Source: an optimization exercise on an open RTL-to-GDS flow (aim: small area, a short achievable clock period and few clock cycles per item). Production flows keep margins and buffers that such runs may drop. In this exercise RTL edits were held to simulation tests only and were not proved equivalent to the original. No activity file was given, so power comes from the tool's default toggle rates.

### flow/constraint.sdc
create_clock -name core_clock -period 10.0 [get_ports {clk}]
set_input_delay 2.0000 -clock core_clock [delete_from_list [all_inputs] [get_ports {clk}]]
set_output_delay 2.0000 -clock core_clock [all_outputs]
set_load 0.01 [all_outputs]
### flow/flow/run.sh
#!/bin/bash
# Standard ORFS layout (the standard.sh), with these knobs changed:
#  - timing repair aims at a setup slack of 6.95 ns, i.e. paths of about 3.05 ns
#    instead of the 10 ns clock, so the resizer actually speeds the design up;
#  - ports are buffered with buf_1 instead of the default delay-cell buffer;
#  - clock tree: clkbuf_8 sink-cluster buffers, clusters of at most 20 sinks
#    within 40 um, no dummy loads.
# The make output goes to standard.log; ORFS writes each step's log under orfs/logs.
set -euo pipefail
bash standard.sh SETUP_SLACK_MARGIN=6.95 \
  'BUFFER_PORTS_ARGS=-buffer_cell sky130_fd_sc_hd__buf_1' \
  'CTS_ARGS=-sink_clustering_enable -repair_clock_nets -sink_clustering_size 20 -sink_clustering_max_diameter 40 -dont_use_dummy_load -sink_clustering_buffer sky130_fd_sc_hd__clkbuf_8' \
  finish > standard.log 2>&1
### flow/design.v
module pfor_unpack (
    input  wire        clk,
    input  wire        rst,           
    input  wire        cmd_valid,
    output wire        cmd_ready,
    input  wire [5:0]  cmd_b,         
    input  wire [7:0]  cmd_cexcept,   
    input  wire        cmd_delta,     
    input  wire        cmd_restart,   
    input  wire        w_valid,
    output wire        w_ready,
    input  wire [31:0] w_data,
    input  wire        x_valid,
    output wire        x_ready,
    input  wire [6:0]  x_pos,
    input  wire [31:0] x_res,
    output wire        o_valid,
    input  wire        o_ready,
    output wire [31:0] o_data
);
    reg         crdy, wrdy, xrdy;
    reg  [31:0] wd;              
    reg         wf;
    reg  [31:0] xr;              
    reg  [6:0]  xp;
    reg         xf;
    reg         act;             
    reg         fa;              
    reg  [5:0]  bq;
    reg  [7:0]  xl;              
    reg         xnz;             
    reg         hit;             
    reg         dq;
    reg         rq;              
    reg         pz;              
    reg  [6:0]  idx;
    reg         last;            
    reg  [4:0]  om;
    reg         nw;              
    reg  [4:0]  omn;             
    reg         nwn;             
    reg  [1:0]  slip;            
    reg         al;              
    reg  [31:1] r0, r1, r2, r3;
    reg  [31:0] u;
    reg         uv, ub, ud;
    reg  [31:0] acc;             
    reg  [31:0] out;
    reg         ov;
    reg  [31:0] sk;              
    reg         sv;
    wire [62:0] f5    = {wd, r0};
    wire [46:0] f4    = om[4] ? f5[62:16] : f5[46:0];
    wire [38:0] f3    = om[3] ? f4[46:8]  : f4[38:0];
    wire [34:0] f2    = om[2] ? f3[38:4]  : f3[34:0];
    wire [32:0] f1    = om[1] ? f2[34:2]  : f2[32:0];
    wire [31:0] field = om[0] ? f1[32:1]  : f1[31:0];
    wire [31:0] mask  = bq[5] ? 32'hFFFFFFFF : ~(32'hFFFFFFFF << bq[4:0]);
    wire [31:0] p0    = bq[0] ? {xr[30:0], 1'b0}  : xr;
    wire [31:0] p1    = bq[1] ? {p0[29:0], 2'b0}  : p0;
    wire [31:0] p2    = bq[2] ? {p1[27:0], 4'b0}  : p1;
    wire [31:0] p3    = bq[3] ? {p2[23:0], 8'b0}  : p2;
    wire [31:0] p4    = bq[4] ? {p3[15:0], 16'b0} : p3;
    wire [31:0] uval  = (field & mask) | (hit ? p4 : 32'd0);
    wire [4:0]  s_om  = om + bq[4:0];                        
    wire [5:0]  s2    = {1'b0, omn} + {1'b0, bq[4:0]};
    wire        fb    = uv & !sv;
    wire [31:0] sa    = acc & {32{ub}};
    wire [31:0] kg0 = sa & u, kp0 = sa ^ u;
    wire [31:0] kg1, kp1, kg2, kp2, kg3, kp3, kg4, kp4, kg5, kp5;
    genvar gi;
    generate
        for (gi = 0; gi < 32; gi = gi + 1) begin : pfx
            if (gi % 2 == 1) begin
                assign kg1[gi] = kg0[gi] | (kp0[gi] & kg0[gi-1]);
                assign kp1[gi] = kp0[gi] & kp0[gi-1];
            end else begin
                assign kg1[gi] = kg0[gi];
                assign kp1[gi] = kp0[gi];
            end
            if (gi % 4 >= 2) begin
                assign kg2[gi] = kg1[gi] | (kp1[gi] & kg1[gi - gi%4 + 1]);
                assign kp2[gi] = kp1[gi] & kp1[gi - gi%4 + 1];
            end else begin
                assign kg2[gi] = kg1[gi];
                assign kp2[gi] = kp1[gi];
            end
            if (gi % 8 >= 4) begin
                assign kg3[gi] = kg2[gi] | (kp2[gi] & kg2[gi - gi%8 + 3]);
                assign kp3[gi] = kp2[gi] & kp2[gi - gi%8 + 3];
            end else begin
                assign kg3[gi] = kg2[gi];
                assign kp3[gi] = kp2[gi];
            end
            if (gi % 16 >= 8) begin
                assign kg4[gi] = kg3[gi] | (kp3[gi] & kg3[gi - gi%16 + 7]);
                assign kp4[gi] = kp3[gi] & kp3[gi - gi%16 + 7];
            end else begin
                assign kg4[gi] = kg3[gi];
                assign kp4[gi] = kp3[gi];
            end
            if (gi >= 16) begin
                assign kg5[gi] = kg4[gi] | (kp4[gi] & kg4[15]);
            end else begin
                assign kg5[gi] = kg4[gi];
            end
        end
    endgenerate
    wire [31:0] sum   = kp0 ^ {kg5[30:0], 1'b0};
    wire        ofree = !ov | o_ready;
    wire        nb     = cmd_valid & crdy;
    wire        lane3  = fa & (idx[1:0] == 2'd3);
    wire        xuse   = fa & hit;
    wire        c_last = fa ? (idx == 7'd126) : last;
    wire        c_xnz  = xuse ? (xl != 8'd1) : xnz;
    wire        c_nw   = lane3 ? nwn : nw;
    wire [1:0]  c_slip = (act & !fa) ? slip + 2'd1 : slip;
    wire        d_wf   = !wrdy | w_valid;
    wire        d_xf   = (xrdy & x_valid) | (xf & !xuse);
    wire        d_act  = !crdy | cmd_valid;
    wire [6:0]  d_idx  = crdy ? 7'd0 : fa ? idx + 7'd1 : idx;
    wire        d_last = !crdy & c_last;
    wire [7:0]  d_xl   = crdy ? cmd_cexcept : xuse ? xl - 8'd1 : xl;
    wire        d_xnz  = crdy ? (cmd_cexcept != 8'd0) : c_xnz;
    wire [4:0]  d_om   = crdy ? 5'd31 : lane3 ? omn : om;
    wire        d_nw   = crdy ? (cmd_b != 6'd0) : c_nw;
    wire [1:0]  d_slip = crdy ? 2'd0 : c_slip;
    wire        d_al   = (d_slip == 2'd0);
    wire        d_hit  = d_xnz & (xrdy ? (x_valid & (x_pos == d_idx))
                                       : (xf & !xuse & (xp == d_idx)));
    wire        d_uv   = fa | (uv & sv);
    wire        d_sv   = ov & !o_ready & (sv | uv);
    wire        d_go   = !(d_uv & d_sv);
    wire        d_fa   = crdy ? (cmd_valid & (d_wf | (cmd_b == 6'd0))
                                  & (d_xf | (cmd_cexcept == 8'd0)) & d_go)
                              : ((c_slip == 2'd0) & (!c_nw | d_wf) & (!c_xnz | d_xf) & d_go);
    assign cmd_ready = crdy;
    assign w_ready   = wrdy;
    assign x_ready   = xrdy;
    assign o_valid   = ov;
    assign o_data    = out;
    always @(posedge clk) begin
        if (!wf | (fa & nw)) wd <= w_data;
        if (!xf | xuse) begin
            xr <= x_res;
            xp <= x_pos;
        end
        if (crdy) begin
            bq <= cmd_b;
            dq <= cmd_delta;
        end
        idx  <= d_idx;
        xl   <= d_xl;
        xnz  <= d_xnz;
        om   <= d_om;
        nw   <= d_nw;
        slip <= d_slip;
        al   <= d_al;
        last <= d_last;
        omn  <= s_om;
        nwn  <= s2[5] | bq[5];
        r0 <= r1;
        r1 <= r2;
        r2 <= r3;
        r3 <= (fa & nw) ? wd[31:1] : r0;
        if (fa) begin
            u  <= uval;
            ub <= dq & !rq;
            ud <= dq;
        end
        if (fb & ud) acc <= sum;
        if (ofree) out <= sv ? sk : sum;
        if (ov & !sv & !o_ready) sk <= sum;
        if (rst) begin
            crdy <= 1'b1;
            wrdy <= 1'b1;
            xrdy <= 1'b1;
            wf   <= 1'b0;
            xf   <= 1'b0;
            act  <= 1'b0;
            fa   <= 1'b0;
            hit  <= 1'b0;
            pz   <= 1'b1;
            uv   <= 1'b0;
            ov   <= 1'b0;
            sv   <= 1'b0;
        end else begin
            crdy <= crdy ? !cmd_valid : (c_last & d_fa);
            wrdy <= !d_wf | (d_nw & d_fa);
            xrdy <= !d_xf | (d_hit & d_fa);
            wf   <= d_wf;
            xf   <= d_xf;
            act  <= d_act;
            fa   <= d_fa;
            hit  <= d_hit;
            if (nb) begin
                rq <= cmd_restart | pz;
                pz <= !cmd_delta & (cmd_restart | pz);
            end else if (fa) begin
                rq <= 1'b0;
            end
            uv <= d_uv;
            sv <= d_sv;
            if (ofree) ov <= sv | fb;
        end
    end
endmodule
### flow/config.mk
export PLATFORM = sky130hd
export DESIGN_NAME = pfor_unpack
export DESIGN_NICKNAME = pfor_unpack
export VERILOG_FILES = /design/flow/design.v
export SDC_FILE = /design/flow/constraint.sdc
export NUM_CORES = 4
export LEC_CHECK = 0
export CAP_MARGIN = 20
export CORE_MARGIN = 2
export CORE_UTILIZATION = 40
export PLACE_DENSITY = 0.6
export SLEW_MARGIN = 20
### flow/standard.sh
#!/bin/bash
# synth_recipe.tcl (not shown) runs the flow's synth.tcl, then flattens the netlist and writes it again
# the make line also repeats each setting of config.mk as NAME=value (left out here)
make -C /OpenROAD-flow-scripts/flow DESIGN_CONFIG=/design/flow/config.mk WORK_HOME=/design/flow/orfs CLKGATE_MAP_FILE= SYNTH_SCRIPT=/design/flow/synth_recipe.tcl "${@:-finish}"
==> results.json, run 1 <==
{
  "layout-drive-gt1-share_pct": 23.8,
  "crit_path_end_kind": "output pin",
  "gr-total-overflow": 0,
  "dpl.hpwl_um": 26900,
  "p_switching_w": 0.000857,
  "crit_family": "flip-flops",
  "routed_wl_um": 38700,
  "initial_utilization_pct": 40.5,
  "boundaryPins": 129,
  "period_share_pct": 31.5,
  "yosys_most_used_dff": "edfxtp_1",
  "drt-wirelength-per-cell_um": 18.0,
  "final_hold_viol_count": 0,
  "grt_max_degree": 55,
  "crit_type": "reg -> out",
  "fp-row-count": 76,
  "power_density_nw_per_um2": 173,
  "fin_skew_ns": 0.0691,
  "reg2reg_setup_slack_ns": 6.89,
  "avgSynthCellArea_um2": 12.3,
  "dp_slack_ns": 6.11,
  "clockBufferDepth": 3,
  "crit_path_cell_trace": "buf_6",
  "synth_edf_count": 217,
  "first_iter_violations": 707,
  "fin_ws_ns": 6.85,
  "final.fill_count": 3847,
  "syn_inst": 1417,
  "antenna_left": 0,
  "die_y_um": 213,
  "numPortBuffers": 128,
  "hp-class": "reg -> reg",
  "via_per_inst": 5.26,
  "grt_setup_unrepaired": "yes",
  "crit_buf_inv": 1,
  "seq_power_share_pct": 57.1,
  "vias": 11300,
  "maxCapViolations": 0,
  "synth-seq-area-share_pct": 55.6,
  "period_needed_ns": 3.15,
  "dr.pass1.iters": 5,
  "clkSinkCount": 376,
  "grt_pass1_vias": 11000,
  "finalMaxSlewViolations": 0,
  "setup_tns_ns": 0,
  "antenna_found_initial": 0,
  "p_comb_share_pct": 14.5,
  "slowest_delay_ns": 0.46,
  "dieArea_um2": 45300,
  "yosysWarnings": 1,
  "gp_congestion": 0.897,
  "grtUsageTotal_pct": 17.4,
  "antenna_cells": 0,
  "dieWidth_um": 213,
  "slew_headroom_pct": 30.8,
  "h-tree-depth": 2,
  "startpoint_type": "register",
  "clkPwrFrac_pct": 28.4,
  "finalSetupViolCount": 0,
  "status": "no timing/DRC/antenna violations",
  "synthesis.nets": 1558,
  "grt_pass1_wl_um": 60500,
  "crit_slowest_cell": "edfxtp_1",
  "synth.top_cell.area_share_pct": 37.4,
  "root_buffer": "clkbuf_16",
  "max_freq_ghz": 0.318,
  "synth.distinct_cells": 76,
  "ys_ff_latch": 376,
  "cp_data_required_time_ns": 8.00,
  "power.leakage_nw": 7.50,
  "final_cell_area_um2": 20100,
  "arrival_ns": 1.15,
  "synthesis.area_um2": 17400,
  "coreArea_um2": 43100,
  "p_int_w": 0.00261,
  "cts_tree": "built",
  "critPathMaxFanout": 1,
  "cts_buffers": 50,
  "final_nets": 1707,
  "ir_drop_mv": 0.139,
  "synth_top_area_cell": "edfxtp_1",
  "power_w": 0.00346,
  "synth_area_leaders": "edfxtp_1 37%, dfxtp_1 18%, mux4_2 7.2%",
  "synth-async-reset-ratio_pct": 0,
  "worstMarginPinSlew_ns": 1.03,
  "area_growth_pct": 15.1,
  "p_sw_share_pct": 24.7,
  "clk_pin_slew_ns": 0.10,
  "clock_latency_ns": 0.56,
  "place_area_um2": 18400,
  "remaining_drc_errors": 0
}
-- path summary, 6_finish.rpt --
kind / endpoint / depth (start not counted) / from
setup / recovery: o_data[17] / 1 / out[17]$_DFFE_PN_
hold / removal: r2[18]$_DFF_P_ / 0 / r3[18]$_DFF_P_
setup reg to reg: out[27]$_DFFE_PN_ / 13 / ub$_DFFE_PP_
hold reg to reg: r2[18]$_DFF_P_ / 0 / r3[18]$_DFF_P_
-- placed cells by master (no fill, tap or decap), types with 18 or more instances in the layout --
| cell | n |
|---|---|
| clkbuf_8 | 45 |
| xnor2_1 | 22 |
| xor2_1 | 18 |
| nor2_1 | 53 |
| ha_1 | 25 |
| nand2_1 | 206 |
| mux4_2 | 56 |
| buf_4 | 35 |
| buf_1 | 98 |
| inv_1 | 29 |
| mux2i_1 | 70 |
| o21ai_0 | 56 |
| mux2_2 | 83 |
| and2_1 | 23 |
| o22ai_1 | 23 |
| edfxtp_1 | 217 |
| a21oi_1 | 59 |
| clkbuf_2 | 21 |
| dfxtp_1 | 152 |
-- layout make-up --
cell class              instances  area [um^2]  area share, %
well taps                     585          732           3.65
clock buffers                  50          744           3.71
repair buffers                172          963           4.80
inverters                      34          128          0.636
flip-flops and latches        376         9710           48.4
multi-input cells             932         7780           38.8
-- sequential cells by signal, summed over array words and instances (netlist names), 2 cells and up --
name  count
out      32
slip      2
r1       31
xp        7
r0       31
wd       32
idx       7
acc      32
omn       5
sk       32
xr       32
bq        6
r3       31
xl        8
om        5
r2       31
u        32
-- cell families after synthesis --
logic type | Yosys count | share of synthesized area [%]
buffers and inverters | 110 | 2.76
adder cells (fa/ha/maj) | 48 | 3.70
AND/OR/NAND/NOR | 395 | 10.4
flip-flops | 376 | 55.6
AO/OA/AOI/OAI | 234 | 8.61
multiplexers | 210 | 16.7
XOR/XNOR | 44 | 2.21
-- per-layer routing --
metal  up-vias  share of wire (%)  track usage (%)
met1      5468                 44             22.9
met2       267                 49             29.0
li1       5503                  -                -
met4         0                2.6             5.71
met3        66                4.3             3.10
met5         -                  0                0
-- per-stage QoR --
step                      hold WS, ns  util [%]  instances
after CTS                       0.277      45.6       2136
after detailed placement        0.312      42.8       2069
after global placement          0.310      42.8       2069
after global routing            0.275      46.6       2149
final                           0.277      46.6       2149
after floorplan                 0.310         -       1417
-- power groups by stage --
stage               logic (W)  clock network, W  registers (W)
floorplan            0.000328                 0        0.00198
global placement     0.000450                 0        0.00200
detailed placement   0.000455                 0        0.00202
CTS                  0.000482           0.00103        0.00198
global route         0.000548           0.00109        0.00200
finish               0.000502          0.000984        0.00198
-- Yosys cell counts (7+ instances only) --
cell / n
buf_2: 9
ha_1: 42
mux2_2: 83
o22ai_1: 23
nand3_1: 13
or3_1: 9
inv_1: 30
clkbuf_1: 44
mux2i_1: 70
o21ai_0: 64
nand4_1: 8
buf_1: 10
xor2_1: 19
and2_1: 33
nand2_1: 210
xnor2_1: 25
nor2_1: 58
dfxtp_1: 159
and3_1: 8
a31oi_1: 15
mux4_2: 56
nor3_1: 14
nor2b_1: 7
buf_4: 11
edfxtp_1: 217
a21oi_1: 62
-- repair_timing --
action | 4_1_cts | 5_1_grt
setup endpoints to repair | 104 | 73
hold buffers | 0 | 0
pin swaps | 26 | 34
resized for setup | 59 | 85
cloned | 2 | 0
setup buffers | 15 | 13
Testbench counts, summed over its fixed seeds: cycles 49,176, items 384.
==> run 2: changes to the inputs <==
==> flow/flow/run.sh (replaced) <==
#!/bin/bash
# Standard ORFS layout (the standard.sh), with these knobs changed:
#  - timing repair aims at a setup slack of 7.05 ns, i.e. paths of about 2.95 ns
#    instead of the 10 ns clock, so the resizer actually speeds the design up;
#  - ports are buffered with buf_1 instead of the default delay-cell buffer;
#  - clock tree: clkbuf_8 sink-cluster buffers, clusters of at most 20 sinks
#    within 40 um, no dummy loads.
# The make output goes to standard.log; ORFS writes each step's log under orfs/logs.
set -euo pipefail
bash standard.sh SETUP_SLACK_MARGIN=7.05 \
  'BUFFER_PORTS_ARGS=-buffer_cell sky130_fd_sc_hd__buf_1' \
  'CTS_ARGS=-sink_clustering_enable -repair_clock_nets -sink_clustering_size 20 -sink_clustering_max_diameter 40 -dont_use_dummy_load -sink_clustering_buffer sky130_fd_sc_hd__clkbuf_8' \
  finish > standard.log 2>&1
==> run 2 against run 1 <==
  * Clock-buffer cell count rose by 6
  * Power grew 2.8%
  * Utilization increased by 1.1 points
  * Maximum frequency is 0.85% higher
  * Non-clock buffer count up 23
  * Largest cell class unchanged
  * Area after synthesis unchanged
  * Flip-flop and latch count unchanged
  * Register-to-register slack improved by 0.02 ns
  * Final area up 2.3%
  * Sequential power is essentially flat
  * Highest routed layer unchanged
  * Die area is the same
  * Setup slack better by 0.026 ns
==> results.json, run 2 <==
{
  "synthTopCellsByCount": "217 x edfxtp_1, 210 x nand2_1, 159 x dfxtp_1, 83 x mux2_2, 70 x mux2i_1",
  "crit_family": "flip-flops",
  "layout_common_cells": "217 x edfxtp_1, 205 x nand2_1, 152 x dfxtp_1, 92 x buf_1, 78 x mux2_2",
  "seq_power_share_pct": 55.6,
  "period_needed_ns": 3.12,
  "dpl.hpwl_um": 27200,
  "yosys_most_used_dff": "edfxtp_1",
  "grtUsageTotal_pct": 17.8,
  "final_cell_area_um2": 20500,
  "cts_tree": "built",
  "setup_tns_ns": 0,
  "crit_slowest_cell": "edfxtp_1",
  "remaining_drc_errors": 0,
  "cts_buffers": 56,
  "clock_latency_ns": 0.55,
  "antenna_found_initial": 0,
  "dieArea_um2": 45300,
  "grt.met1_usage_pct": 23.7,
  "synth.top_cell.area_share_pct": 37.4,
  "fin_ws_ns": 6.88,
  "final_nets": 1736,
  "area_growth_pct": 17.8,
  "top_usage_layer": "met2",
  "final_hold_viol_count": 0,
  "clockBufferDepth": 3,
  "holdPathStages": 0,
  "fp-row-count": 76,
  "p_sw_share_pct": 25.0,
  "crit_buf_inv": 1,
  "synth_edf_count": 217,
  "synth-async-reset-ratio_pct": 0,
  "worstMarginPinSlew_ns": 0.837,
  "slowest_delay_ns": 0.42,
  "p_comb_share_pct": 14.7,
  "maxCapViolations": 0,
  "syn_inst": 1417,
  "initial_utilization_pct": 40.5,
  "ys_ff_latch": 376,
  "first_iter_violations": 678,
  "status": "no timing/DRC/antenna violations",
  "clkSinkCount": 376,
  "cp_data_required_time_ns": 8.00,
  "arrival_ns": 1.12,
  "vias": 11500,
  "reg2reg_setup_slack_ns": 6.91,
  "numPortBuffers": 128,
  "synth_area_leaders": "edfxtp_1 37%, dfxtp_1 18%, mux4_2 7.2%",
  "final_common_cell": "edfxtp_1",
  "startpoint_type": "register",
  "slew_headroom_pct": 43.8,
  "p_int_w": 0.00267,
  "routed_wl_um": 40300,
  "gr-total-overflow": 0,
  "r2r_cells": 13,
  "critPathMaxFanout": 1,
  "antenna_left": 0,
  "cts_hold_buffers": 0,
  "clkPwrFrac_pct": 29.8,
  "via_per_inst": 5.27,
  "timing.rr.end": "out[14]$_DFFE_PN_",
  "min_from": "r3[17]$_DFF_P_",
  "grtUsageMet3_pct": 2.60,
  "synth.distinct_cells": 76,
  "grt_max_degree": 55,
  "max_freq_ghz": 0.320,
  "holdPathEnd": "r2[17]$_DFF_P_",
  "synth-seq-area-share_pct": 55.6,
  "dieWidth_um": 213,
  "power_w": 0.00356,
  "r2r-start": "ub$_DFFE_PP_",
  "coreArea_um2": 43100,
  "drt-wirelength-per-cell_um": 18.5,
  "yosysWarnings": 1,
  "antenna_cells": 0,
  "dp_slack_ns": 6.13,
  "h-tree-depth": 2,
  "crit_path_cell_trace": "clkbuf_2",
  "synthesis.area_um2": 17400,
  "ir_drop_mv": 0.144,
  "fin_skew_ns": 0.0638,
  "synth_most_common_cell": "edfxtp_1",
  "root_buffer": "clkbuf_16",
  "grt_pass1_wl_um": 62100,
  "finalSetupViolCount": 0,
  "layout-drive-gt1-share_pct": 26.1,
  "avgSynthCellArea_um2": 12.3,
  "dr.pass1.iters": 5,
  "synthesis.nets": 1558,
  "p_switching_w": 0.000890,
  "crit_type": "reg -> out",
  "crit_path_end_kind": "output pin",
  "die_y_um": 213,
  "power.leakage_nw": 7.74,
  "clk_pin_slew_ns": 0.08,
  "finalMaxSlewViolations": 0,
  "place_area_um2": 18500,
  "boundaryPins": 129,
  "period_share_pct": 31.2,
  "synth_top_area_cell": "edfxtp_1",
  "hp-class": "reg -> reg",
  "grt_setup_unrepaired": "yes",
  "gp_congestion": 0.905,
  "globalRouteMet2Util_pct": 29.3,
  "grt_pass1_vias": 11200,
  "power_density_nw_per_um2": 173
}
[run 2: logic make-up (layout without fill, tap and decap cells)]
family	Yosys count	count (layout)	synth area share [%]
xor+xnor	44	44	2.21
simple gates	395	396	10.4
mux	210	210	16.7
flops	376	376	55.6
buf+inv	110	285	2.76
compound gates	234	234	8.61
fa+ha+maj	48	48	3.70
[run 2: stage by stage]
stage	std cells	utilization, %	hold slack, ns
5_1_grt	2178	47.7	0.307
3_5_place_dp	2069	42.8	0.312
6_report	2178	47.7	0.293
3_3_place_gp	2069	42.8	0.310
4_1_cts	2156	46.2	0.295
2_1_floorplan	1417	-	0.310
[run 2: how the worst max path moves through the flow]
| stage | start | to | slack, ns | cells after the start |
|---|---|---|---|---|
| after floorplan | o_ready | sk[0]$_DFFE_PP_ | 6.72 | 2 |
| after global placement | o_ready | sk[18]$_DFFE_PP_ | 6.13 | 3 |
| after detailed placement | o_ready | sk[13]$_DFFE_PP_ | 6.13 | 3 |
| after CTS | crdy$_SDFF_PP1_ | cmd_ready | 6.80 | 1 |
| after global routing | ub$_DFFE_PP_ | out[27]$_DFFE_PN_ | 6.84 | 12 |
| final | out[14]$_DFFE_PN_ | o_data[14] | 6.88 | 1 |
[run 2: what timing repair did]
item / 4_1_cts / 5_1_grt
pin swaps: 24 / 36
endpoints found under the setup margin: 138 / 101
gates cloned: 1 / 0
gates resized for setup: 72 / 99
buffers inserted: 30 / 22
hold endpoints to repair: 0 / 0
[run 2: final cells by class]
class,instances,area (um^2)
Clock buffer,56,827
Tap cell,585,732
Fill cell,3872,22500
Timing Repair Buffer,195,1160
Inverter,34,128
Multi-Input combinational cell,932,7970
Sequential cell,376,9710
[run 2: layer usage]
layer / vias to the layer above / share of wire, %
met4: 0 / 2.6
li1: 5543 / -
met5: - / 0
met2: 273 / 49
met3: 70 / 4.0
met1: 5595 / 44
[run 2: power groups by stage]
stage | Combinational [W] | Clock [W] | Sequential [W]
floorplan | 0.000329 | 0 | 0.00198
global placement | 0.000452 | 0 | 0.00201
detailed placement | 0.000456 | 0 | 0.00201
CTS | 0.000491 | 0.00110 | 0.00198
global route | 0.000569 | 0.00116 | 0.00200
finish | 0.000522 | 0.00106 | 0.00198
[run 2: worst reg2reg max path, delay by kind of cell (launching register included)]
kind | cells | cell delay [ns]
buffers and inverters | 3 | 0.40
flip-flops | 1 | 0.38
multiplexers | 1 | 0.26
adder cells (fa/ha/maj) | 2 | 0.51
AND/OR/NAND/NOR | 1 | 0.15
XOR/XNOR | 1 | 0.10
AO/OA/AOI/OAI | 5 | 1.05
==> run 3: changes to the inputs <==
==> flow/flow/run.sh (replaced) <==
#!/bin/bash
# Standard ORFS layout (the standard.sh), with these knobs changed:
#  - timing repair aims at a setup slack of 6.8 ns, i.e. paths of about 3.2 ns
#    instead of the 10 ns clock, so the resizer actually speeds the design up;
#  - ports are buffered with buf_1 instead of the default delay-cell buffer;
#  - clock tree: clkbuf_8 sink-cluster buffers, clusters of at most 20 sinks
#    within 40 um, no dummy loads.
# The make output goes to standard.log; ORFS writes each step's log under orfs/logs.
set -euo pipefail
bash standard.sh SETUP_SLACK_MARGIN=6.8 \
  'BUFFER_PORTS_ARGS=-buffer_cell sky130_fd_sc_hd__buf_1' \
  'CTS_ARGS=-sink_clustering_enable -repair_clock_nets -sink_clustering_size 20 -sink_clustering_max_diameter 40 -dont_use_dummy_load -sink_clustering_buffer sky130_fd_sc_hd__clkbuf_8' \
  finish > standard.log 2>&1
--- a/flow/config.mk
+++ b/flow/config.mk
@@ -8,5 +8,5 @@
 export CAP_MARGIN = 20
 export CORE_MARGIN = 2
-export CORE_UTILIZATION = 40
-export PLACE_DENSITY = 0.6
+export CORE_UTILIZATION = 30
+export PLACE_DENSITY = 0.5
 export SLEW_MARGIN = 20
==> run 3 against run 2 <==
  * Still clean on timing, DRC and antenna
  * Critical path depth stayed put
  * Setup slack worse by 0.033 ns
  * Synthesized cell count stayed put
  * Routed wire length is 2.0% higher
  * Final area is 3.7% lower
  * Sequential share of layout area is 1.8 points higher
  * Clock skew is 0.0057 ns higher
  * Register-to-register slack hardly changed
  * Non-clock buffer count is 43 lower
  * Via count is 2.7% lower
  * Area after synthesis stayed put
  * Utilization is 13 points lower
  * Critical path type unchanged
  * Critical endpoint unchanged
==> results.json, run 3 <==
{
  "final_util_pct": 34.3,
  "synth_most_common_cell": "edfxtp_1",
  "grtUsageTotal_pct": 13.6,
  "clkSinkCount": 376,
  "slowest_delay_ns": 0.44,
  "cp_data_required_time_ns": 8.00,
  "grt_setup_unrepaired": "yes",
  "coreArea_um2": 57600,
  "cts_hold_buffers": 0,
  "antenna_cells": 0,
  "arrival_ns": 1.16,
  "vias": 11200,
  "avgSynthCellArea_um2": 12.3,
  "clockBufferDepth": 3,
  "root_buffer": "clkbuf_16",
  "period_needed_ns": 3.16,
  "finalSetupViolCount": 0,
  "final_hold_viol_count": 0,
  "ir_drop_mv": 0.105,
  "clock_latency_ns": 0.58,
  "drt-wirelength-per-cell_um": 17.7,
  "fp-row-count": 88,
  "layout_common_cells": "217 x edfxtp_1, 209 x nand2_1, 155 x dfxtp_1, 128 x buf_1, 83 x mux2_2",
  "boundaryPins": 129,
  "power.leakage_nw": 7.29,
  "synth.top_cell.area_share_pct": 37.4,
  "crit_family": "flip-flops",
  "crit_type": "reg -> out",
  "synth_top_area_cell": "edfxtp_1",
  "finalMaxSlewViolations": 0,
  "crit_path_cell_trace": "buf_1",
  "clk_pin_slew_ns": 0.07,
  "synthTopCellsByCount": "217 x edfxtp_1, 210 x nand2_1, 159 x dfxtp_1, 83 x mux2_2, 70 x mux2i_1",
  "synth_edf_count": 217,
  "slew_headroom_pct": 43.3,
  "max_freq_ghz": 0.317,
  "yosysWarnings": 1,
  "area_growth_pct": 13.4,
  "synth-async-reset-ratio_pct": 0,
  "grt_max_degree": 55,
  "setup_tns_ns": 0,
  "status": "no timing/DRC/antenna violations",
  "fin_skew_ns": 0.0695,
  "layout-drive-gt1-share_pct": 17.7,
  "crit_buf_inv": 1,
  "dpl.hpwl_um": 29100,
  "antenna_left": 0,
  "dieArea_um2": 60000,
  "ys_ff_latch": 376,
  "synthesis.nets": 1558,
  "synth.distinct_cells": 76,
  "cts_tree": "built",
  "hp-class": "reg -> reg",
  "syn_inst": 1417,
  "final_cell_area_um2": 19800,
  "period_share_pct": 31.6,
  "cts_buffers": 60,
  "final_nets": 1697,
  "h-tree-depth": 2,
  "maxCapViolations": 0,
  "power_density_nw_per_um2": 180,
  "worstMarginPinSlew_ns": 0.845,
  "remaining_drc_errors": 0,
  "dr.pass1.iters": 6,
  "gp_congestion": 0.858,
  "final_common_cell": "edfxtp_1",
  "synth_area_leaders": "edfxtp_1 37%, dfxtp_1 18%, mux4_2 7.2%",
  "grt_pass1_vias": 11100,
  "crit_path_end_kind": "output pin",
  "startpoint_type": "register",
  "yosys_most_used_dff": "edfxtp_1",
  "first_iter_violations": 522,
  "crit_slowest_cell": "edfxtp_1",
  "grt_pass1_wl_um": 63600,
  "synthesis.area_um2": 17400,
  "antenna_found_initial": 0,
  "power_w": 0.00356,
  "initial_utilization_pct": 30.3,
  "place_area_um2": 18700,
  "synth-seq-area-share_pct": 55.6,
  "fin_hold_ws_ns": 0.293,
  "numPortBuffers": 128,
  "critPathMaxFanout": 1,
  "die_y_um": 245,
  "gr-total-overflow": 0,
  "routed_wl_um": 41100,
  "dieWidth_um": 245,
  "via_per_inst": 4.82
}
run 3: worst paths after layout:
path / startpoint / to / slack [ns] / depth (start not counted)
worst max-delay path: out[14]$_DFFE_PN_ / o_data[14] / 6.84 / 1
worst min-delay path: r3[22]$_DFF_P_ / r2[22]$_DFF_P_ / 0.29 / 0
worst max register to register: ub$_DFFE_PP_ / out[9]$_DFFE_PN_ / 6.91 / 11
worst min register to register: r3[22]$_DFF_P_ / r2[22]$_DFF_P_ / 0.29 / 0
run 3: metal layers:
layer / track usage, % / up-vias / wire length [um] / share of wire, %
met2: 22.6 / 225 / 19200 / 47
met1: 17.5 / 5386 / 18600 / 45
met3: 2.60 / 83 / 1760 / 4.3
met5: 0 / - / 0 / 0
li1: - / 5476 / - / -
met4: 5.31 / 0 / 1530 / 3.7
run 3: metrics by stage:
stage	std cells	setup slack, ns
global placement	2250	6.08
detailed placement	2250	6.07
finish	2319	6.84
CTS	2313	6.67
floorplan	1417	6.72
global route	2319	6.78
run 3: area by class of cell:
cell class              count  area [um^2]
inverters                  34          128
fillers                  5704        37800
well taps                 765          957
clock buffers              60          882
repair buffers            152          727
multi-input cells         932         7370
flip-flops and latches    376         9710
run 3: repair_timing:
action                                 in CTS  in global routing
setup endpoints to repair                  48                 26
gates cloned                                1                  1
endpoints found under the hold margin       0                  0
buffers inserted                            2                  4
gates resized for setup                    10                 14
pin swaps                                   4                  8
run 3: report_power, final:
group / switching [W] / leakage, nW / internal [W]
clock: 0.000535 / 0.457 / 0.000570
combinational: 0.000257 / 3.39 / 0.000220
sequential: 0.0000969 / 3.44 / 0.00188
total: 0.000889 / 7.29 / 0.00267
run 3: cell families after synthesis:
| logic type | count (synthesis) | share of synthesized area [%] |
|---|---|---|
| and+or+nand+nor | 395 | 10.4 |
| AOI/OAI and AO/OA | 234 | 8.61 |
| muxes | 210 | 16.7 |
| adders and majority gates | 48 | 3.70 |
| DFF | 376 | 55.6 |
| buffers and inverters | 110 | 2.76 |
| xor gates and xnor gates | 44 | 2.21 |
==> run 4: changes to the inputs <==
--- a/flow/config.mk
+++ b/flow/config.mk
@@ -8,5 +8,5 @@
 export CAP_MARGIN = 20
 export CORE_MARGIN = 2
-export CORE_UTILIZATION = 30
-export PLACE_DENSITY = 0.5
+export CORE_UTILIZATION = 50
+export PLACE_DENSITY = 0.7
 export SLEW_MARGIN = 20
==> run 4 against run 3 <==
  * Sequential power hardly changed
  * Register-to-register slack worse by 0.04 ns
  * Final cell count shrank 14%
  * Global-route usage rose by 7.6 points
  * Maximum frequency rose by 0.64%
  * Routed wire length is 7.3% lower
  * Power is 3.8% lower
  * Via count up 3.0%
  * Sequential share of layout area grew 1.4 points
  * Clock-buffer cell count shrank 12
  * First-iteration DRC count increased by 48%
  * Final area is 2.9% lower
  * Critical path type is now in -> reg
  * Largest power group unchanged
==> results.json, run 4 <==
{
  "arrival_ns": 3.57,
  "crit_type": "in -> reg",
  "fin_ws_ns": 6.86,
  "antenna_cells": 0,
  "vias": 11500,
  "die_y_um": 191,
  "period_needed_ns": 3.14,
  "finalSetupViolCount": 0,
  "synth.top_cell.area_share_pct": 37.4,
  "synth_top_family_by_area": "multiplexers",
  "fp-row-count": 68,
  "period_share_pct": 31.4,
  "cp_data_required_time_ns": 10.44,
  "synth.distinct_cells": 76,
  "hp-class": "reg -> reg",
  "grtUsageTotal_pct": 21.2,
  "initial_utilization_pct": 50.6,
  "coreArea_um2": 34500,
  "clockBufferDepth": 3,
  "via_per_inst": 5.77,
  "synth-seq-area-share_pct": 55.6,
  "h-tree-depth": 2,
  "yosysWarnings": 1,
  "synth_compound_area_share_pct": 8.61,
  "ys_ff_latch": 376,
  "clock_latency_ns": 0.55,
  "synthesis.area_um2": 17400,
  "dieArea_um2": 36400,
  "crit_path_end_kind": "register",
  "clkPwrFrac_pct": 28.4,
  "worstMarginPinSlew_ns": 0.902,
  "startpoint_type": "input pin",
  "synthAdderAreaFrac_pct": 3.70,
  "dr.pass1.iters": 7,
  "cts_buffers": 48,
  "boundaryPins": 129,
  "synthesis.nets": 1558,
  "final_nets": 1683,
  "power_density_nw_per_um2": 178,
  "routed_wl_um": 38100,
  "first_iter_violations": 775,
  "slew_headroom_pct": 39.5,
  "root_buffer": "clkbuf_16",
  "synth-async-reset-ratio_pct": 0,
  "antenna_left": 0,
  "cts_hold_buffers": 0,
  "layout-drive-gt1-share_pct": 17.4,
  "synth_simple_gate_area_share_pct": 10.4,
  "p_int_w": 0.00257,
  "grt_pass1_vias": 11300,
  "synthTopCellsByCount": "217 x edfxtp_1, 210 x nand2_1, 159 x dfxtp_1, 83 x mux2_2, 70 x mux2i_1",
  "remaining_drc_errors": 0,
  "clk_pin_slew_ns": 0.09,
  "avgSynthCellArea_um2": 12.3,
  "dp_slack_ns": 5.98,
  "ir_drop_mv": 0.142,
  "power_w": 0.00342,
  "fin_skew_ns": 0.0544,
  "final.fill_count": 2943,
  "dpl.hpwl_um": 26800,
  "synth_most_common_cell": "edfxtp_1",
  "grt_pass1_wl_um": 60000,
  "layout_common_cells": "217 x edfxtp_1, 210 x nand2_1, 155 x dfxtp_1, 128 x buf_1, 83 x mux2_2",
  "maxCapViolations": 0,
  "area_growth_pct": 10.1,
  "synth_top_area_cell": "edfxtp_1",
  "p_switching_w": 0.000856,
  "synth_area_leaders": "edfxtp_1 37%, dfxtp_1 18%, mux4_2 7.2%",
  "drt-wirelength-per-cell_um": 19.1,
  "grt_setup_unrepaired": "yes",
  "final_common_cell": "edfxtp_1",
  "synth_mux_area_share_pct": 16.7,
  "status": "no timing/DRC/antenna violations",
  "max_freq_ghz": 0.319,
  "syn_inst": 1417,
  "final_hold_viol_count": 0,
  "numPortBuffers": 128,
  "synth_edf_count": 217,
  "dieWidth_um": 191,
  "p_sw_share_pct": 25.0,
  "setup_tns_ns": 0,
  "gp_congestion": 0.954,
  "multi_input_area_um2": 7430,
  "grt_max_degree": 57,
  "clkSinkCount": 376,
  "yosys_most_used_dff": "edfxtp_1",
  "finalMaxSlewViolations": 0,
  "p_comb_share_pct": 13.8,
  "gr-total-overflow": 0,
  "seq_power_share_pct": 57.9,
  "synth-xor-area-share_pct": 2.21,
  "power.leakage_nw": 7.18,
  "antenna_found_initial": 0,
  "ff_latch_area_um2": 9700,
  "cts_tree": "built",
  "critPathMaxFanout": 4
}
## run 4: changes by cell type in the layout (fill, tap and decap cells not counted), moves of 2 or more
cell / change
buf_12: -2
buf_4: +2
clkbuf_8: -12
nor3_1: -2
o21ai_4: +2
## run 4: cells by family after synthesis
kind of cell    after synthesis
buf+inv                     110
compound gates              234
fa+ha+maj                    48
flops                       376
simple gates                395
xor+xnor                     44
mux                         210
## run 4: routing by layer
metal / global-route usage, % / share of wire (%) / up-vias
li1: - / - / 5449
met1: 28.8 / 44 / 5573
met2: 33.4 / 46 / 391
met3: 3.68 / 6.0 / 97
met4: 9.39 / 3.7 / 0
met5: 0 / 0 / -
## run 4: repair_timing
| item | 4_1_cts | 5_1_grt |
|---|---|---|
| setup endpoints to repair | 102 | 30 |
| pin swaps | 1 | 9 |
| gates cloned | 1 | 0 |
| gates resized for setup | 6 | 27 |
| buffers inserted | 3 | 3 |
## run 4: power by group through the flow
stage	Combinational, W	Clock [W]	Sequential [W]
2_1_floorplan	0.000328	0	0.00198
3_3_place_gp	0.000446	0	0.00200
3_5_place_dp	0.000454	0	0.00201
4_1_cts	0.000461	0.00100	0.00198
5_1_grt	0.000515	0.00106	0.00200
6_report	0.000471	0.000972	0.00198
## run 4: path summary, 6_finish.rpt
check / depth (start not counted) / slack (ns) / endpoint / startpoint
min reg2reg: 0 / 0.30 / r0[20]$_DFF_P_ / r1[20]$_DFF_P_
min: 0 / 0.30 / r0[20]$_DFF_P_ / r1[20]$_DFF_P_
max reg2reg: 11 / 6.87 / out[28]$_DFFE_PN_ / ub$_DFFE_PP_
max: 7 / 6.86 / crdy$_SDFF_PP1_ / cmd_b[3]
## run 4: stage by stage
step / std cells / area [um^2] / hold slack [ns] / util [%]
after floorplan: 1417 / 17500 / 0.310 / -
after global placement: 1940 / 18300 / 0.310 / 53.0
after detailed placement: 1940 / 18300 / 0.312 / 53.0
after CTS: 1992 / 19000 / 0.298 / 55.3
after global routing: 1995 / 19200 / 0.302 / 55.7
final: 1995 / 19200 / 0.301 / 55.7
## run 4: critical path, cell delays in order
cell and delay [ns]:
buf_1 0.08, or4_4 0.55, nor3_4 0.20, o22ai_2 0.12, o21ai_4 0.24, o21ai_4 0.14, o31ai_2 0.23
## run 4: area by class of cell
class                           count  area share (%)
Multi-Input combinational cell    932            38.7
Tap cell                          455            2.97
Timing Repair Buffer              150            3.38
Clock buffer                       48            3.73
Sequential cell                   376            50.5
Inverter                           34           0.665
==> run 5: changes to the inputs <==
--- a/flow/config.mk
+++ b/flow/config.mk
@@ -8,5 +8,5 @@
 export CAP_MARGIN = 20
 export CORE_MARGIN = 2
-export CORE_UTILIZATION = 50
-export PLACE_DENSITY = 0.7
+export CORE_UTILIZATION = 40
+export PLACE_DENSITY = 0.6
 export SLEW_MARGIN = 20
==> run 5 against run 4 <==
  * Final cell count increased by 6.9%
  * Setup slack gained 0.026 ns
  * Critical path depth down 6
  * Flip-flop and latch count unchanged
  * Non-clock buffer count grew 3
  * Clock power grew 4%
  * Register-to-register slack better by 0.03 ns
  * Maximum frequency up 0.83%
  * Global-route usage fell by 3.9 points
  * Die area rose by 24%
  * Critical path type is now reg -> out
  * Largest cell class unchanged
  * Largest power group unchanged
==> results.json, run 5 <==
{
  "synthesis.area_um2": 17400,
  "crit_path_cell_trace": "buf_1",
  "clkSinkCount": 376,
  "antenna_cells": 0,
  "numPortBuffers": 128,
  "reg2reg_setup_slack_ns": 6.90,
  "synth_top_area_cell": "edfxtp_1",
  "grt_max_degree": 57,
  "worstMarginPinSlew_ns": 0.834,
  "boundaryPins": 129,
  "min_from": "r3[22]$_DFF_P_",
  "crit_type": "reg -> out",
  "crit_path_end_kind": "output pin",
  "via_per_inst": 5.23,
  "grtUsageTotal_pct": 17.3,
  "grt_pass1_wl_um": 60700,
  "final.fill_count": 3954,
  "die_y_um": 213,
  "syn_inst": 1417,
  "ys_ff_latch": 376,
  "synth.distinct_cells": 76,
  "dieWidth_um": 213,
  "synthesis.nets": 1558,
  "slowest_delay_ns": 0.43,
  "crit_slowest_cell": "edfxtp_1",
  "holdPathEnd": "r2[22]$_DFF_P_",
  "antenna_left": 0,
  "grt_pass1_vias": 10900,
  "layout-drive-gt1-share_pct": 17.5,
  "finalSetupViolCount": 0,
  "period_needed_ns": 3.11,
  "synth_area_leaders": "edfxtp_1 37%, dfxtp_1 18%, mux4_2 7.2%",
  "ir_drop_mv": 0.117,
  "cts_tree": "built",
  "final_hold_viol_count": 0,
  "remaining_drc_errors": 0,
  "r2r_cells": 11,
  "coreArea_um2": 43100,
  "hp-class": "reg -> reg",
  "power_density_nw_per_um2": 178,
  "cp_data_required_time_ns": 8.00,
  "holdPathStages": 0,
  "clock_latency_ns": 0.56,
  "gp_congestion": 0.888,
  "grt_setup_unrepaired": "yes",
  "synth-seq-area-share_pct": 55.6,
  "yosysWarnings": 1,
  "clk_pin_slew_ns": 0.08,
  "maxCapViolations": 0,
  "power.leakage_nw": 7.23,
  "dp_slack_ns": 6.06,
  "antenna_found_initial": 0,
  "period_share_pct": 31.1,
  "area_growth_pct": 11.4,
  "h-tree-depth": 2,
  "drt-wirelength-per-cell_um": 18.0,
  "fp-row-count": 76,
  "critPathMaxFanout": 1,
  "yosys_most_used_dff": "edfxtp_1",
  "synth-async-reset-ratio_pct": 0,
  "cts_buffers": 52,
  "gr-total-overflow": 0,
  "initial_utilization_pct": 40.5,
  "dr.pass1.iters": 5,
  "final_util_pct": 45.1,
  "slew_headroom_pct": 44.1,
  "fin_ws_ns": 6.89,
  "dpl.hpwl_um": 27100,
  "finalMaxSlewViolations": 0,
  "crit_family": "flip-flops",
  "routed_wl_um": 38300,
  "layout_common_cells": "217 x edfxtp_1, 209 x nand2_1, 156 x dfxtp_1, 128 x buf_1, 83 x mux2_2",
  "avgSynthCellArea_um2": 12.3,
  "setup_tns_ns": 0,
  "synth.top_cell.area_share_pct": 37.4,
  "crit_buf_inv": 1,
  "synth_edf_count": 217,
  "synth_most_common_cell": "edfxtp_1",
  "status": "no timing/DRC/antenna violations",
  "vias": 11200,
  "final_nets": 1690,
  "root_buffer": "clkbuf_16",
  "r2r-start": "ub$_DFFE_PP_",
  "max_freq_ghz": 0.322,
  "startpoint_type": "register",
  "clockBufferDepth": 3,
  "arrival_ns": 1.11,
  "dieArea_um2": 45300,
  "first_iter_violations": 576,
  "timing.rr.end": "acc[27]$_DFFE_PP_",
  "synthTopCellsByCount": "217 x edfxtp_1, 210 x nand2_1, 159 x dfxtp_1, 83 x mux2_2, 70 x mux2i_1",
  "final_common_cell": "edfxtp_1",
  "fin_skew_ns": 0.0591
}
-- run 5: cell counts after synthesis --
Identical to the previous run, type by type.
-- run 5: cells by family (layout without fill, tap and decap cells) --
kind of cell | Yosys count | count (layout) | share of synthesized area [%]
buffers and inverters | 110 | 239 | 2.76
adder cells (fa/ha/maj) | 48 | 48 | 3.70
AND/OR/NAND/NOR | 395 | 396 | 10.4
flip-flops | 376 | 376 | 55.6
AO/OA/AOI/OAI | 234 | 234 | 8.61
multiplexers | 210 | 210 | 16.7
XOR/XNOR | 44 | 44 | 2.21
-- run 5: worst max-delay path by stage --
| stage | startpoint | end | slack, ns | cells after the start |
|---|---|---|---|---|
| floorplan | o_ready | sk[0]$_DFFE_PP_ | 6.72 | 2 |
| global placement | o_ready | sk[19]$_DFFE_PP_ | 6.11 | 3 |
| detailed placement | o_ready | sk[13]$_DFFE_PP_ | 6.06 | 3 |
| CTS | ub$_DFFE_PP_ | out[9]$_DFFE_PN_ | 6.73 | 10 |
| global route | ub$_DFFE_PP_ | out[24]$_DFFE_PN_ | 6.75 | 11 |
| finish | out[14]$_DFFE_PN_ | o_data[14] | 6.89 | 1 |
-- run 5: cell type report --
cell class | count | area, um^2 | share of cell area [%]
flip-flops and latches | 376 | 9700 | 50.0
repair buffers | 153 | 679 | 3.50
well taps | 585 | 732 | 3.77
inverters | 34 | 128 | 0.657
clock buffers | 52 | 772 | 3.97
multi-input cells | 932 | 7410 | 38.1
-- run 5: where the power goes --
group          switching (W)  internal [W]  leakage, nW
Combinational       0.000253      0.000218         3.39
Clock               0.000510      0.000504        0.400
Sequential         0.0000952       0.00188         3.44
Total               0.000858       0.00260         7.23
-- run 5: stage by stage --
stage	instance area (um^2)	std cells	total power, W	hold WS [ns]
3_3_place_gp	18400	2070	0.00246	0.310
3_5_place_dp	18400	2070	0.00247	0.312
4_1_cts	19300	2127	0.00351	0.258
5_1_grt	19400	2132	0.00364	0.268
2_1_floorplan	17500	1417	0.00231	0.310
6_report	19400	2132	0.00346	0.264
-- run 5: timing repair --
item,4_1_cts,5_1_grt
pin swaps,1,16
hold buffers,0,0
buffers inserted,4,5
endpoints found under the setup margin,97,49
resized for setup,2,29
cloned,1,0
-- run 5: routing by layer --
metal / share of wire [%] / GRT usage (%) / wire [um] / up-vias
met3: 4.4 / 3.32 / 1670 / 77
met1: 46 / 23.4 / 17500 / 5394
met5: 0 / 0 / 0 / -
met4: 2.7 / 6.08 / 1040 / 0
li1: - / - / - / 5458
met2: 47 / 28.0 / 18200 / 231
==> run 6: changes to the inputs <==
==> flow/flow/run.sh (replaced) <==
#!/bin/bash
# Standard ORFS layout (the standard.sh), with these knobs changed:
#  - timing repair aims at a setup slack of 6.8 ns, i.e. paths of about 3.2 ns
#    instead of the 10 ns clock, so the resizer actually speeds the design up;
#  - ports are buffered with buf_1 instead of the default delay-cell buffer;
#  - clock tree: clusters of at most 30 sinks
#    within 60 um, no dummy loads.
# The make output goes to standard.log; ORFS writes each step's log under orfs/logs.
set -euo pipefail
bash standard.sh SETUP_SLACK_MARGIN=6.8 \
  'BUFFER_PORTS_ARGS=-buffer_cell sky130_fd_sc_hd__buf_1' \
  'CTS_ARGS=-sink_clustering_enable -repair_clock_nets -sink_clustering_size 30 -sink_clustering_max_diameter 60 -dont_use_dummy_load' \
  finish > standard.log 2>&1
==> run 6 against run 5 <==
  * Critical path depth is the same
  * First-iteration DRC count grew 6.1%
  * Flip-flop and latch count unchanged
  * Still clean on timing, DRC and antenna
  * Critical endpoint unchanged
  * Routed wire length increased by 0.51%
  * Largest cell class unchanged
  * Area after synthesis did not move
==> results.json, run 6 <==
{
  "ys_ff_latch": 376,
  "final_common_cell": "edfxtp_1",
  "setup_tns_ns": 0,
  "boundaryPins": 129,
  "final.fill_count": 3946,
  "layout_common_cells": "217 x edfxtp_1, 209 x nand2_1, 155 x dfxtp_1, 126 x buf_1, 82 x mux2_2",
  "crit_path_cell_trace": "clkbuf_2",
  "power.leakage_nw": 7.24,
  "synthTopCellsByCount": "217 x edfxtp_1, 210 x nand2_1, 159 x dfxtp_1, 83 x mux2_2, 70 x mux2i_1",
  "die_y_um": 213,
  "yosys_most_used_dff": "edfxtp_1",
  "first_iter_violations": 611,
  "clock_latency_ns": 0.59,
  "status": "no timing/DRC/antenna violations",
  "grt_setup_unrepaired": "yes",
  "synth.top_cell.area_share_pct": 37.4,
  "clockBufferDepth": 3,
  "cts_buffers": 29,
  "dieWidth_um": 213,
  "synth_top_area_cell": "edfxtp_1",
  "worstMarginPinSlew_ns": 0.824,
  "gr-total-overflow": 0,
  "synth-async-reset-ratio_pct": 0,
  "layout-drive-gt1-share_pct": 17.9,
  "yosysWarnings": 1,
  "routed_wl_um": 38500,
  "h-tree-depth": 1,
  "synthesis.area_um2": 17400,
  "drt-wirelength-per-cell_um": 18.2,
  "max_freq_ghz": 0.315,
  "final_nets": 1671,
  "remaining_drc_errors": 0,
  "dieArea_um2": 45300,
  "dp.cells": 2070,
  "synthesis.nets": 1558,
  "crit_family": "flip-flops",
  "period_needed_ns": 3.18,
  "crit_type": "reg -> out",
  "grt_max_degree": 57,
  "crit_slowest_cell": "edfxtp_1",
  "vias": 11100,
  "root_buffer": "clkbuf_16",
  "antenna_found_initial": 0,
  "synth_edf_count": 217,
  "final_cell_count_no_fill": 2113,
  "startpoint_type": "register",
  "maxCapViolations": 0,
  "crit_path_end_kind": "output pin",
  "dr.pass1.iters": 5,
  "synth_most_common_cell": "edfxtp_1",
  "synth-seq-area-share_pct": 55.6,
  "initial_utilization_pct": 40.5,
  "crit_buf_inv": 1,
  "cts_tree": "built",
  "slew_headroom_pct": 44.7,
  "final_util_pct": 45.3,
  "slowest_delay_ns": 0.44,
  "finalSetupViolCount": 0,
  "power_w": 0.00345,
  "grtUsageTotal_pct": 17.0,
  "antenna_cells": 0,
  "via_per_inst": 5.26,
  "fp-row-count": 76,
  "numPortBuffers": 128,
  "syn_inst": 1417,
  "period_share_pct": 31.8,
  "fin_skew_ns": 0.0592,
  "grt_pass1_wl_um": 59900,
  "hp-class": "reg -> reg",
  "area_growth_pct": 12.0,
  "grt_pass1_vias": 10700,
  "coreArea_um2": 43100,
  "synth.distinct_cells": 76,
  "final_hold_viol_count": 0,
  "avgSynthCellArea_um2": 12.3,
  "power_density_nw_per_um2": 177,
  "ir_drop_mv": 0.146,
  "critPathMaxFanout": 1,
  "cp_data_required_time_ns": 8.00,
  "finalMaxSlewViolations": 0,
  "clk_pin_slew_ns": 0.08,
  "dpl.hpwl_um": 27100,
  "arrival_ns": 1.18,
  "gp_congestion": 0.888,
  "clkSinkCount": 376,
  "antenna_left": 0,
  "synth_area_leaders": "edfxtp_1 37%, dfxtp_1 18%, mux4_2 7.2%",
  "cts_hold_buffers": 0
}
==> run 6: cell counts after synthesis <==
No cell type changed its count.
==> run 6: cells by family (layout without fill, tap and decap cells) <==
| kind of cell | after synthesis | count (layout) | share of synthesized area, % |
|---|---|---|---|
| simple gates | 395 | 396 | 10.4 |
| flops | 376 | 376 | 55.6 |
| compound gates | 234 | 234 | 8.61 |
| mux | 210 | 210 | 16.7 |
| buf+inv | 110 | 220 | 2.76 |
| fa+ha+maj | 48 | 48 | 3.70 |
| xor+xnor | 44 | 44 | 2.21 |
==> run 6: repair_timing <==
item	CTS	global route
buffers inserted	4	8
endpoints found under the setup margin	101	39
gates resized for setup	9	48
gates cloned	1	1
pin swaps	3	24
endpoints found under the hold margin	0	0
==> run 6: path summary, 6_finish.rpt <==
check,from,end,slack [ns],cells after the start
worst min register to register,r2[19]$_DFF_P_,r1[19]$_DFF_P_,0.29,0
worst max-delay path,out[14]$_DFFE_PN_,o_data[14],6.82,1
worst max register to register,ub$_DFFE_PP_,out[20]$_DFFE_PN_,6.86,11
worst min-delay path,r2[19]$_DFF_P_,r1[19]$_DFF_P_,0.29,0
==> run 6: power by group <==
part / switching (W) / total (W) / internal, W
Combinational: 0.000257 / 0.000479 / 0.000222
Sequential: 0.0000957 / 0.00197 / 0.00188
Clock: 0.000488 / 0.000994 / 0.000507
==> run 6: area by class of cell <==
class / instances / area [um^2] / share of cell area, %
Sequential cell: 376 / 9700 / 49.7
Multi-Input combinational cell: 932 / 7520 / 38.5
Tap cell: 585 / 732 / 3.75
Clock buffer: 29 / 726 / 3.72
Timing Repair Buffer: 157 / 707 / 3.62
Inverter: 34 / 128 / 0.654
==> run 6: metrics by stage <==
step	area [um^2]	setup slack, ns	hold WS (ns)
after detailed placement	18400	6.06	0.312
after global routing	19500	6.72	0.294
after floorplan	17500	6.72	0.310
after CTS	19200	6.74	0.293
final	19500	6.82	0.295
after global placement	18400	6.11	0.310
==> run 6: routing by layer <==
layer	share of wire (%)	GRT usage [%]
met1	45	23.1
met2	48	28.5
met3	3.8	2.21
met4	2.8	4.77
met5	0	0
==> run 7: changes to the inputs <==
==> flow/flow/run.sh (replaced) <==
#!/bin/bash
# Standard ORFS layout (the standard.sh), with these knobs changed:
#  - timing repair aims at a setup slack of 6.8 ns, i.e. paths of about 3.2 ns
#    instead of the 10 ns clock, so the resizer actually speeds the design up;
#  - ports are buffered with buf_1 instead of the default delay-cell buffer;
#  - clock tree: default clusters
#    no dummy loads.
# The make output goes to standard.log; ORFS writes each step's log under orfs/logs.
set -euo pipefail
bash standard.sh SETUP_SLACK_MARGIN=6.8 \
  'BUFFER_PORTS_ARGS=-buffer_cell sky130_fd_sc_hd__buf_1' \
  'CTS_ARGS=-sink_clustering_enable -repair_clock_nets -dont_use_dummy_load' \
  finish > standard.log 2>&1
==> run 7 against run 6 <==
  * Flip-flop and latch count is the same
  * Final area grew 1.1%
  * Setup slack gained 0.053 ns
  * Clock skew shrank 0.025 ns
  * Utilization grew 0.51 points
  * Synthesized cell count is the same
==> results.json, run 7 <==
{
  "via_per_inst": 5.25,
  "initial_utilization_pct": 40.5,
  "syn_inst": 1417,
  "grtUsageTotal_pct": 17.3,
  "ys_ff_latch": 376,
  "ir_drop_mv": 0.125,
  "routed_wl_um": 38600,
  "synth-seq-area-share_pct": 55.6,
  "dieArea_um2": 45300,
  "final_nets": 1678,
  "power_density_nw_per_um2": 187,
  "synth_most_common_cell": "edfxtp_1",
  "crit_path_cell_trace": "buf_1",
  "drt-wirelength-per-cell_um": 18.2,
  "max_freq_ghz": 0.320,
  "avgSynthCellArea_um2": 12.3,
  "grt_max_degree": 57,
  "slowest_delay_ns": 0.42,
  "synth.distinct_cells": 76,
  "synthesis.area_um2": 17400,
  "cp_data_required_time_ns": 8.00,
  "maxCapViolations": 0,
  "synth-async-reset-ratio_pct": 0,
  "numPortBuffers": 128,
  "cts_tree": "built",
  "arrival_ns": 1.13,
  "finalMaxSlewViolations": 0,
  "finalSetupViolCount": 0,
  "power.leakage_nw": 7.33,
  "crit_slowest_cell": "edfxtp_1",
  "startpoint_type": "register",
  "power_w": 0.00368,
  "gr-total-overflow": 0,
  "final_util_pct": 45.8,
  "yosysWarnings": 1,
  "yosys_most_used_dff": "edfxtp_1",
  "clk_pin_slew_ns": 0.05,
  "setup_tns_ns": 0,
  "period_share_pct": 31.3,
  "final_hold_viol_count": 0,
  "crit_type": "reg -> out",
  "root_buffer": "clkbuf_16",
  "final_common_cell": "edfxtp_1",
  "synthTopCellsByCount": "217 x edfxtp_1, 210 x nand2_1, 159 x dfxtp_1, 83 x mux2_2, 70 x mux2i_1",
  "synthesis.nets": 1558,
  "antenna_found_initial": 0,
  "boundaryPins": 129,
  "crit_path_end_kind": "output pin",
  "clock_latency_ns": 0.55,
  "grt_pass1_wl_um": 60400,
  "grt_setup_unrepaired": "yes",
  "crit_buf_inv": 1,
  "coreArea_um2": 43100,
  "die_y_um": 213,
  "gp_congestion": 0.888,
  "dpl.hpwl_um": 27100,
  "synth_area_leaders": "edfxtp_1 37%, dfxtp_1 18%, mux4_2 7.2%",
  "worstMarginPinSlew_ns": 0.820,
  "synth_top_area_cell": "edfxtp_1",
  "layout_common_cells": "217 x edfxtp_1, 209 x nand2_1, 156 x dfxtp_1, 128 x buf_1, 83 x mux2_2",
  "dr.pass1.iters": 5,
  "dieWidth_um": 213,
  "hp-class": "reg -> reg",
  "fp-row-count": 76,
  "synth_edf_count": 217,
  "status": "no timing/DRC/antenna violations",
  "period_needed_ns": 3.13,
  "cts_buffers": 40,
  "antenna_left": 0,
  "fin_skew_ns": 0.0339,
  "h-tree-depth": 2,
  "clkSinkCount": 376,
  "critPathMaxFanout": 1,
  "reg2reg_setup_slack_ns": 6.92,
  "remaining_drc_errors": 0,
  "synth.top_cell.area_share_pct": 37.4,
  "first_iter_violations": 601,
  "cts_hold_buffers": 0,
  "layout-drive-gt1-share_pct": 17.4,
  "grt_pass1_vias": 10900,
  "vias": 11100,
  "crit_family": "flip-flops",
  "clockBufferDepth": 3,
  "antenna_cells": 0,
  "area_growth_pct": 13.2,
  "slew_headroom_pct": 45.0
}
run 7: worst paths after layout:
path,end,startpoint,cells after the start
setup / recovery,o_data[18],out[18]$_DFFE_PN_,1
hold / removal,r2[3]$_DFF_P_,r3[3]$_DFF_P_,0
setup reg to reg,out[20]$_DFFE_PN_,ub$_DFFE_PP_,11
hold reg to reg,r2[3]$_DFF_P_,r3[3]$_DFF_P_,0
run 7: per-layer routing:
metal  vias to the layer above  GRT usage, %  wire [um]
met2                       229          28.2      18400
met5                         -             0          0
met3                        61          2.71       1450
li1                       5430             -          -
met4                         0          6.94       1080
met1                      5406          23.3      17600
run 7: layout make-up:
class | count | area (um^2)
clock buffer | 40 | 1000
fill | 3933 | 23300
inverter | 34 | 128
multi-input combinational | 932 | 7500
sequential | 376 | 9700
tap | 585 | 732
timing repair buffer | 153 | 676
run 7: per-stage QoR:
step / cells / setup slack, ns / hold WS, ns / area [um^2]
3_5_place_dp: 2070 / 6.06 / 0.312 / 18400
5_1_grt: 2120 / 6.77 / 0.317 / 19700
3_3_place_gp: 2070 / 6.11 / 0.310 / 18400
4_1_cts: 2117 / 6.78 / 0.313 / 19500
2_1_floorplan: 1417 / 6.72 / 0.310 / 17500
6_report: 2120 / 6.87 / 0.316 / 19700
run 7: what timing repair did:
item                                    4_1_cts  5_1_grt
gates resized for setup                      10       35
buffers inserted                              6        3
endpoints found under the setup margin       97       23
gates cloned                                  1        0
pin swaps                                     7       15
run 7: power breakdown:
part | switching [W] | internal (W) | leakage (nW)
Clock | 0.000529 | 0.000700 | 0.493
Sequential | 0.0000966 | 0.00188 | 3.44
Combinational | 0.000255 | 0.000221 | 3.39
run 7: kinds of logic after synthesis:
logic type,share of synthesized area [%]
simple gates,10.4
flops,55.6
compound gates,8.61
mux,16.7
buf+inv,2.76
fa+ha+maj,3.70
xor+xnor,2.21
==> run 8: changes to the inputs <==
==> flow/flow/run.sh (replaced) <==
#!/bin/bash
# Standard ORFS layout (the standard.sh), with these knobs changed:
#  - timing repair aims at a setup slack of 6.8 ns, i.e. paths of about 3.2 ns
#    instead of the 10 ns clock, so the resizer actually speeds the design up;
#  - ports are buffered with buf_1 instead of the default delay-cell buffer;
#  - clock tree: clkbuf_8 sink-cluster buffers, clusters of at most 20 sinks
#    within 60 um, no dummy loads.
# The make output goes to standard.log; ORFS writes each step's log under orfs/logs.
set -euo pipefail
bash standard.sh SETUP_SLACK_MARGIN=6.8 \
  'BUFFER_PORTS_ARGS=-buffer_cell sky130_fd_sc_hd__buf_1' \
  'CTS_ARGS=-sink_clustering_enable -repair_clock_nets -sink_clustering_size 20 -sink_clustering_max_diameter 60 -dont_use_dummy_load -sink_clustering_buffer sky130_fd_sc_hd__clkbuf_8' \
  finish > standard.log 2>&1
==> run 8 against run 7 <==
  * Still clean on timing, DRC and antenna
  * Clock power fell by 39%
  * Combinational power is essentially flat
  * Final cell count fell by 0.42%
  * Flip-flop and latch count unchanged
  * Largest power group unchanged
==> results.json, run 8 <==
{
  "clkSinkCount": 376,
  "final_common_cell": "edfxtp_1",
  "period_needed_ns": 3.16,
  "antenna_left": 0,
  "synth_simple_gate_area_share_pct": 10.4,
  "power.leakage_nw": 7.09,
  "r2r_cells": 11,
  "synth_compound_area_share_pct": 8.61,
  "numPortBuffers": 128,
  "p_switching_w": 0.000806,
  "boundaryPins": 129,
  "yosys_most_used_dff": "edfxtp_1",
  "syn_inst": 1417,
  "crit_path_cell_trace": "clkbuf_2",
  "place_area_um2": 18400,
  "maxCapViolations": 0,
  "final.fill_count": 3976,
  "slowest_delay_ns": 0.45,
  "r2r-start": "ub$_DFFE_PP_",
  "synth_area_leaders": "edfxtp_1 37%, dfxtp_1 18%, mux4_2 7.2%",
  "dieWidth_um": 213,
  "initial_utilization_pct": 40.5,
  "gr-total-overflow": 0,
  "clk_pin_slew_ns": 0.12,
  "seq_power_share_pct": 61.6,
  "worstMarginPinSlew_ns": 0.816,
  "p_sw_share_pct": 25.2,
  "crit_path_end_kind": "output pin",
  "antenna_cells": 0,
  "dr.pass1.iters": 5,
  "crit_type": "reg -> out",
  "dpl.hpwl_um": 27100,
  "final_hold_viol_count": 0,
  "critPathMaxFanout": 1,
  "ff_latch_area_um2": 9700,
  "crit_buf_inv": 1,
  "synth-async-reset-ratio_pct": 0,
  "die_y_um": 213,
  "vias": 11100,
  "clock_latency_ns": 0.55,
  "synth_top_family_by_area": "multiplexers",
  "final_cell_count_no_fill": 2111,
  "synthTopCellsByCount": "217 x edfxtp_1, 210 x nand2_1, 159 x dfxtp_1, 83 x mux2_2, 70 x mux2i_1",
  "fin_ws_ns": 6.84,
  "period_share_pct": 31.6,
  "root_buffer": "clkbuf_16",
  "cp_data_required_time_ns": 8.00,
  "ys_ff_latch": 376,
  "synth-xor-area-share_pct": 2.21,
  "remaining_drc_errors": 0,
  "final_cell_area_um2": 19200,
  "ir_drop_mv": 0.127,
  "cts_tree": "built",
  "synth_most_common_cell": "edfxtp_1",
  "crit_family": "flip-flops",
  "dp_slack_ns": 6.06,
  "finalSetupViolCount": 0,
  "gp_congestion": 0.888,
  "reg2reg_setup_slack_ns": 6.90,
  "synthesis.area_um2": 17400,
  "fp-row-count": 76,
  "holdPathStages": 0,
  "startpoint_type": "register",
  "synth.top_cell.area_share_pct": 37.4,
  "grtUsageTotal_pct": 16.9,
  "synth_top_area_cell": "edfxtp_1",
  "grt_pass1_vias": 10800,
  "yosysWarnings": 1,
  "grt_max_degree": 57,
  "fin_skew_ns": 0.0592,
  "timing.rr.end": "acc[27]$_DFFE_PP_",
  "holdPathEnd": "r2[1]$_DFF_P_",
  "first_iter_violations": 630,
  "finalMaxSlewViolations": 0,
  "max_freq_ghz": 0.317,
  "min_from": "r3[1]$_DFF_P_",
  "layout-drive-gt1-share_pct": 17.2,
  "power_density_nw_per_um2": 167,
  "via_per_inst": 5.25,
  "cts_buffers": 30,
  "multi_input_area_um2": 7500,
  "slew_headroom_pct": 45.2,
  "crit_slowest_cell": "edfxtp_1",
  "p_int_w": 0.00239,
  "layout_common_cells": "217 x edfxtp_1, 209 x nand2_1, 155 x dfxtp_1, 126 x buf_1, 82 x mux2_2",
  "clockBufferDepth": 3,
  "dp.cells": 2070,
  "final_nets": 1669,
  "synthesis.nets": 1558,
  "area_growth_pct": 10.2,
  "antenna_found_initial": 0,
  "grt_setup_unrepaired": "yes",
  "synth.distinct_cells": 76,
  "synthAdderAreaFrac_pct": 3.70,
  "setup_tns_ns": 0,
  "synth_edf_count": 217,
  "synth_mux_area_share_pct": 16.7,
  "status": "no timing/DRC/antenna violations",
  "drt-wirelength-per-cell_um": 18.1,
  "routed_wl_um": 38300,
  "h-tree-depth": 1,
  "clkPwrFrac_pct": 23.5,
  "synth-seq-area-share_pct": 55.6,
  "dieArea_um2": 45300,
  "p_comb_share_pct": 14.9,
  "hp-class": "reg -> reg",
  "coreArea_um2": 43100,
  "grt_pass1_wl_um": 59800,
  "avgSynthCellArea_um2": 12.3,
  "arrival_ns": 1.16
}
==> run 8: repair_timing <==
item	4_1_cts	5_1_grt
cloned	1	0
hold buffers	0	0
pin swaps	6	21
setup endpoints to repair	100	28
buffers inserted	5	5
resized for setup	12	39
==> run 8: worst max-delay path by stage <==
stage | startpoint | end | slack, ns | depth (start not counted)
final | out[14]$_DFFE_PN_ | o_data[14] | 6.84 | 1
after global routing | ub$_DFFE_PP_ | out[23]$_DFFE_PN_ | 6.73 | 12
after CTS | out[14]$_DFFE_PN_ | o_data[14] | 6.79 | 1
after detailed placement | o_ready | sk[13]$_DFFE_PP_ | 6.06 | 3
after global placement | o_ready | sk[19]$_DFFE_PP_ | 6.11 | 3
after floorplan | o_ready | sk[0]$_DFFE_PP_ | 6.72 | 2
==> run 8: metal layers <==
metal,up-vias,wire [um],track usage [%]
met5,-,0,0
met2,246,18400,28.4
met4,0,976,5.26
met3,63,1490,1.94
met1,5369,17400,23.1
li1,5410,-,-
==> run 8: cell type report <==
cell class,count,share of cell area (%)
well taps,585,3.81
multi-input cells,932,39.1
flip-flops and latches,376,50.5
clock buffers,30,2.33
repair buffers,154,3.61
inverters,34,0.664
==> run 8: logic make-up (layout without fill, tap and decap cells) <==
group / Yosys count / after routing
buf+inv: 110 / 218
simple gates: 395 / 396
compound gates: 234 / 234
flops: 376 / 376
xor+xnor: 44 / 44
mux: 210 / 210
fa+ha+maj: 48 / 48
==> run 8: metrics by stage <==
stage / utilization [%] / power, W / hold slack (ns)
6_report: 44.6 / 0.00320 / 0.281
5_1_grt: 44.6 / 0.00336 / 0.294
4_1_cts: 44.1 / 0.00323 / 0.281
3_5_place_dp: 42.8 / 0.00247 / 0.312
3_3_place_gp: 42.8 / 0.00246 / 0.310
2_1_floorplan: - / 0.00231 / 0.310
==> run 8: power by group through the flow <==
| stage | clock network (W) | registers (W) | logic [W] |
|---|---|---|---|
| finish | 0.000752 | 0.00197 | 0.000476 |
| global route | 0.000836 | 0.00200 | 0.000526 |
| CTS | 0.000789 | 0.00197 | 0.000469 |
| detailed placement | 0 | 0.00201 | 0.000460 |
| global placement | 0 | 0.00200 | 0.000455 |
| floorplan | 0 | 0.00198 | 0.000328 |
